Source: an optimization exercise on an open RTL-to-GDS flow (aim: small area, a short achievable clock period and few clock cycles). Production flows keep margins and buffers that such runs may drop. Function was checked by simulation only, so behaviour that the tests miss may differ from the original. No activity file was given, so power comes from the tool's default toggle rates.

==> inputs of tundra <==
==> flow/design.v (excerpt) <==
module ptfc_cke (
    input  wire        clk,
    input  wire        rst,
    input  wire        ibuf_we,
    input  wire [9:0]  ibuf_addr,
    input  wire [7:0]  ibuf_wdata,
    input  wire        ilen_we,
    input  wire [15:0] ilen_wdata,
    input  wire        errlog_we,
    input  wire [15:0] errlog_wdata,
    input  wire        cmd_we,
    input  wire [7:0]  cmd,
    output reg         busy,
    output reg         done,
    output reg  [7:0]  status,
    output reg  [15:0] errlog,
    output reg  [7:0]  rsum,
    output reg  [15:0] rlen,
    output reg  [15:0] rpos,
    output reg  [15:0] rcrc,
    output reg  [7:0]  blen,
    output reg  [15:0] dcrc
);
Settings: LEC_CHECK=0, ABC_CLOCK_PERIOD_IN_PS=3500, CAP_MARGIN=20, CORE_MARGIN=2, CORE_UTILIZATION=62, CTS_CLUSTER_DIAMETER=100, CTS_CLUSTER_SIZE=25, SLEW_MARGIN=20, SYNTH_MEMORY_MAX_BITS=8192; clock period 10.0 ns.
standard.sh (not shown) runs the stock make flow with config.mk's settings and CLKGATE_MAP_FILE= SYNTH_SCRIPT=/design/flow/synth_recipe.tcl, a recipe that flattens the netlist after the stock synthesis.
==> flow/flow/run.sh <==
#!/bin/bash
set -euo pipefail
bash standard.sh SETUP_SLACK_MARGIN=6.6 MATCH_CELL_FOOTPRINT=0 \
  "CTS_ARGS=-sink_clustering_enable -repair_clock_nets -sink_clustering_size 25 -sink_clustering_max_diameter 100 -distance_between_buffers 200" \
  finish > standard_flow.log 2>&1
==> delta (differences from tundra) <==
--- a/flow/design.v
+++ b/flow/design.v
@@ -209,18 +209,19 @@
     wire [7:0]  ap_v   = q_data;
     wire [9:0]  pi     = e_addr;
     wire [7:0]  pnew   = e_new;
     wire [7:0]  pold   = rdata;
     wire [9:0]  s1     = s_pos + 10'd1;
     wire [9:0]  s2     = s_pos + 10'd2;
     wire        d_lo3  = (d_addr < 10'd3);
     wire [2:0]  d_sub3 = {1'b0, d_addr[1:0]} + 3'd1 + {2'b00, n > 8'd3} + {2'b00, n > 8'd4};
-    reg  [7:0]  e_sub;
-    wire [7:0]  fk     = n - e_sub;
+    wire [7:0]  d_sub  = d_lo3 ? {5'd0, d_sub3} : d_addr[7:0] + 8'd1;
+    wire [7:0]  d_fk   = n - d_sub;
+    reg  [7:0]  fk;
     reg  [9:0]  P_n;
     reg         st_ok_n, ov_ok_n, cr_ok_n;
     reg  [7:0]  S_n;
     reg  [2:0]  ph_n;
     reg  [9:0]  s_pos_n;
     reg  [15:0] L_n;
     reg  [15:0] brem_n;
     reg  [7:0]  B_n;
@@ -439,17 +440,17 @@
             q_data  <= 8'd0;
             rp_on   <= 1'b0;
             d_pat   <= 1'b0;
             d_addr  <= 10'd0;
             d_new   <= 8'd0;
             e_pat   <= 1'b0;
             e_addr  <= 10'd0;
             e_new   <= 8'd0;
-            e_sub   <= 8'd0;
+            fk      <= 8'd0;
             wdh     <= 17'd0;
             P       <= 10'd0;
             peq     <= 1'b1;
             st_ok   <= 1'b1;
             ov_ok   <= 1'b1;
             cr_ok   <= 1'b1;
             S       <= 8'd0;
             ph      <= 3'd0;
@@ -475,17 +476,17 @@
             q_addr <= ibuf_addr;
             q_data <= (state == S_IDLE) ? ibuf_wdata : rsel;
             d_pat  <= q_pat;
             d_addr <= q_addr;
             d_new  <= q_data;
             e_pat  <= d_pat;
             e_addr <= d_addr;
             e_new  <= d_new;
-            e_sub  <= d_lo3 ? {5'd0, d_sub3} : d_addr[7:0] + 8'd1;
+            fk     <= d_fk;
             for (i = 0; i < 17; i = i + 1)
                 wdh[i] <= h_we && ibuf_addr[9:5] == i;
             P       <= P_n;
             peq     <= (P_n == ilen_n);
             st_ok   <= st_ok_n;
             ov_ok   <= ov_ok_n;
             cr_ok   <= cr_ok_n;
             S       <= S_n;
CORE_UTILIZATION = 55   (was 62)
==> run summary <==
In delta the synthesized cell count is higher than in tundra, by about 0.7%. Of tundra and delta, tundra has the higher clock-buffer cell count (gap 6). First-iteration DRC count: delta is lower than tundra (about 7%). In sequential power, tundra and delta hardly differ. In delta the final area is larger than in tundra, by about 0.9%.
Testbench counts of tundra, summed over its fixed seeds: cycles 339,668.
Testbench counts of delta, summed over its fixed seeds: cycles 339,668.

afterwards: timing with drivers on the ports:
Ports are ideal in the flow. The routed layouts listed here were re-timed in OpenROAD.
Step 1: set_driving_cell puts a clkbuf_16 on clk and a buf_2 on each other input, an assumption about the parent block.
Step 2 times the ports against the registers' clock, not the clock port: input delays grow and output delays shrink by t, the midpoint of the rising clock arrivals with the driver on.
a / b / c = ideal ports / drivers / drivers and shift; a / b = the first two.
| run | t (ns) | setup slack, ns | worst hold slack (ns) | clock arrival spread, ns | worst register clock-pin slew, ns |
|---|---|---|---|---|---|
| tundra | 0.991 | 6.623 / 6.523 / 5.749 | 0.438 / 0.438 / 0.438 | 0.082 / 0.082 | 0.11 / 0.11 |
| delta | 1.002 | 6.484 / 6.456 / 5.606 | 0.395 / 0.395 / 0.395 | 0.032 / 0.033 | 0.11 / 0.11 |
After both steps every run listed still meets setup and hold. For delta, which loses most, drivers alone change the setup slack by -0.028 ns; drivers and shift together by -0.878 ns.
